Background: an optimization exercise with open tools, aiming at small area. Do not read the settings as production practice.
Function was checked by simulation only, so behaviour that the tests miss may differ from the original.
No activity file was given, so power comes from the tool's default toggle rates.

## v59
==> flow/design.v (excerpt) <==
module crc_frame_validator (
    input  wire        clk,
    input  wire        rst,         
    input  wire [7:0]  my_addr,     
    input  wire        reg_valid,   
    input  wire [7:0]  reg_id,
    input  wire [1:0]  reg_sel,
    input  wire        start,       
    input  wire        rx_valid,    
    input  wire [7:0]  rx_data,
    input  wire        rx_timeout,  
    output wire        tx_valid,
    output wire [7:0]  tx_data,
    input  wire        tx_ready,
    input  wire        cs_valid,    
    input  wire [31:0] cs_enc,
    input  wire        cs_limit,
    output wire [2:0]  ctl_state,
    output wire [1:0]  boot_err,
    output wire        outcome,
    output wire        rx_res_valid,
    output wire [1:0]  rx_result,
    output wire [47:0] rx_frame,
    output wire [31:0] goal
);
Settings: LEC_CHECK=0, CAP_MARGIN=15, CORE_MARGIN=2, CORE_UTILIZATION=60, PLACE_DENSITY=0.75, SLEW_MARGIN=15; clock period 12.0 ns.
standard.sh (not shown) runs the stock make flow with config.mk's settings and CLKGATE_MAP_FILE= SYNTH_SCRIPT=/design/flow/synth_recipe.tcl, a recipe that flattens the netlist after the stock synthesis.
==> flow/flow/run.sh <==
#!/bin/bash
# The standard layout (bash standard.sh, which runs the standard flow's own synthesis
# unchanged), with two options changed:
#  - port buffers are the smallest buffer cell (buf_1) instead of
#    clkdlybuf4s50_1;
#  - the clock tree uses clkbuf_16 in sink clusters of up to 30 and no
#    dummy loads.
# make's full output goes to flow.log; each ORFS step logs under orfs/logs/.
set -euo pipefail
export BUFFER_PORTS_ARGS="-buffer_cell sky130_fd_sc_hd__buf_1"
export CTS_ARGS="-sink_clustering_enable -repair_clock_nets -buf_list sky130_fd_sc_hd__clkbuf_16 -sink_clustering_size 30 -sink_clustering_max_diameter 80 -dont_use_dummy_load"
bash standard.sh > flow.log 2>&1
Inputs modified between v59 and v54:
==> flow/flow/run.sh <==
#!/bin/bash
# The standard layout (bash standard.sh, which runs the standard flow's own synthesis
# unchanged), with three options changed:
#  - port buffers are the smallest buffer cell (buf_1) instead of
#    clkdlybuf4s50_1;
#  - the clock tree uses clkbuf_8 in sink clusters of up to 14 and no
#    dummy loads;
#  - after global routing, gates on paths with slack are downsized
#    (ORFS's power recovery, RECOVER_POWER) to recover area.
# make's full output goes to flow.log; each ORFS step logs under orfs/logs/.
set -euo pipefail
export BUFFER_PORTS_ARGS="-buffer_cell sky130_fd_sc_hd__buf_1"
export CTS_ARGS="-sink_clustering_enable -repair_clock_nets -buf_list sky130_fd_sc_hd__clkbuf_8 -sink_clustering_size 14 -sink_clustering_max_diameter 60 -dont_use_dummy_load"
export RECOVER_POWER=100
bash standard.sh > flow.log 2>&1
Comparing v54 and v59, the lower post-layout minimum cycle time is on v59. Compared with v59, power in v54 decreased slightly. In v54 the implementation ran to completion but is not tape-out ready, as the final checks report max-capacitance violations, max-slew violations. There was hardly any difference in routed via count divided by cell count between v59 and v54. Compared with v59, v54 shows a higher total number of vias.
Relative to v54, the following input files were edited for v7:
# v54
export LEC_CHECK = 0
export CAP_MARGIN = 15
export CORE_MARGIN = 2
export CORE_UTILIZATION = 60
export PLACE_DENSITY = 0.75
export SLEW_MARGIN = 15
create_clock -name core_clock -period 12.0 [get_ports {clk}]
# v7
export LEC_CHECK = 0
export CAP_MARGIN = 0
export CORE_MARGIN = 2
export CORE_UTILIZATION = 60
export CTS_BUF_LIST = sky130_fd_sc_hd__clkbuf_8
export CTS_CLUSTER_SIZE = 40
export PLACE_DENSITY = 0.75
export SLEW_MARGIN = 0
create_clock -name core_clock -period 12.0 [get_ports {clk}]
==> flow/run.sh (new file) <==
#!/bin/bash
# synth_recipe.tcl (not shown) runs the flow's synth.tcl, then flattens the netlist and writes it again
# the make line also repeats each setting of config.mk as NAME=value (left out here)
make -C /OpenROAD-flow-scripts/flow DESIGN_CONFIG=/design/flow/config.mk WORK_HOME=/design/flow/orfs CLKGATE_MAP_FILE= SYNTH_SCRIPT=/design/flow/synth_recipe.tcl finish
removed: flow/flow/run.sh
removed: flow/standard.sh
Results
- In v54 the implementation completed, yet the final layout does not meet the checks, the culprit being max-capacitance violations, max-slew violations.
- Although v7 finished all stages, its layout failed final checks on max-capacitance violations.
- Cells: v7 has more instances than v54
- Power in the clock group in v7 vs v54: up 67%
- Re sequential fraction of design power: v54 was higher than v7.
- Delta (v7 minus v54): area added between synthesis and finish climbed 8.0 points, routed wirelength normalized by instance count saw a decrease.
- v54 → v7: upper clock frequency limit picked up an extra 13%, detailed-routing iteration count for the pre-antenna-repair pass increased 6, final area moved up, final critical-path setup slack increased by 1.27 ns relative to the old numbers.
For v8, these inputs were changed with respect to v7:
# v7
export LEC_CHECK = 0
export CAP_MARGIN = 0
export CORE_MARGIN = 2
export CORE_UTILIZATION = 60
export CTS_BUF_LIST = sky130_fd_sc_hd__clkbuf_8
export CTS_CLUSTER_SIZE = 40
export PLACE_DENSITY = 0.75
export SLEW_MARGIN = 0
create_clock -name core_clock -period 12.0 [get_ports {clk}]
# v8
export LEC_CHECK = 0
export CAP_MARGIN = 15
export CORE_MARGIN = 2
export CORE_UTILIZATION = 60
export PLACE_DENSITY = 0.75
export SLEW_MARGIN = 15
create_clock -name core_clock -period 12.0 [get_ports {clk}]
==> flow/flow/run.sh (new file) <==
#!/bin/bash
# The standard layout (bash standard.sh, which runs the standard flow's own synthesis
# unchanged), with two options changed:
#  - port buffers are the smallest buffer cell (buf_1) instead of
#    clkdlybuf4s50_1;
#  - the clock tree uses clkbuf_8 in sink clusters of up to 14 and no
#    dummy loads.
# make's full output goes to flow.log; each ORFS step logs under orfs/logs/.
set -euo pipefail
export BUFFER_PORTS_ARGS="-buffer_cell sky130_fd_sc_hd__buf_1"
export CTS_ARGS="-sink_clustering_enable -repair_clock_nets -buf_list sky130_fd_sc_hd__clkbuf_8 -sink_clustering_size 14 -sink_clustering_max_diameter 60 -dont_use_dummy_load"
bash standard.sh > flow.log 2>&1
==> flow/standard.sh (new file) <==
#!/bin/bash
# synth_recipe.tcl (not shown) runs the flow's synth.tcl, then flattens the netlist and writes it again
# the make line also repeats each setting of config.mk as NAME=value (left out here)
make -C /OpenROAD-flow-scripts/flow DESIGN_CONFIG=/design/flow/config.mk WORK_HOME=/design/flow/orfs CLKGATE_MAP_FILE= SYNTH_SCRIPT=/design/flow/synth_recipe.tcl "${@:-finish}"
removed: flow/run.sh
Notes after the runs:
- The run showing the greater critical path data arrival time is v7.
- The combinational power number comes out higher for v7 vs v8.
- In v8 the power in the clock group turned out about 40% lower than in v7.
- Taking v7 as the reference, in v8 via count fell 2.1%, first-iteration detailed-routing DRC count went down by 13%, CTS buffer count has decreased.
- v8 reached the final stage; the timing, design-rule and antenna checks on its layout passed.
- v8 against v7: minimum setup slack in the final design went up 0.40 ns, area fraction in compound gates after synthesis held, number of global-route vias before repair went down 3.8%, number of top-level pins held.
- v8 does better than v7 on internal power.

[static timing again, ports no longer ideal]
Ports are ideal in the flow. The routed layouts listed here were re-timed in OpenROAD.
Step 1 assumes that a clkbuf_16 drives the clock port and a buf_2 every other input.
Step 2, shift: input delay + t, output delay - t, t = (earliest + latest rising clock arrival at the registers) / 2. This alone moves slack from input paths to output paths.
a / b / c = ideal ports / drivers / drivers and shift; a / b = the first two.
run | shift t [ns] | setup slack, ns | worst setup path at the end | worst data-port slew with drivers (ns)
v59 | 0.639 | 2.898 / 2.892 / 2.254 | input to register | 0.09
v54 | 0.760 | 1.278 / 1.278 / 0.584 | input to register | 0.08
v7 | 0.782 | 2.550 / 2.572 / 1.791 | input to register | 0.11
v8 | 0.759 | 2.950 / 2.943 / 2.184 | input to register | 0.09
The setup slack of v8, which loses most, moves by -0.007 ns with the drivers and by -0.766 ns with both steps.
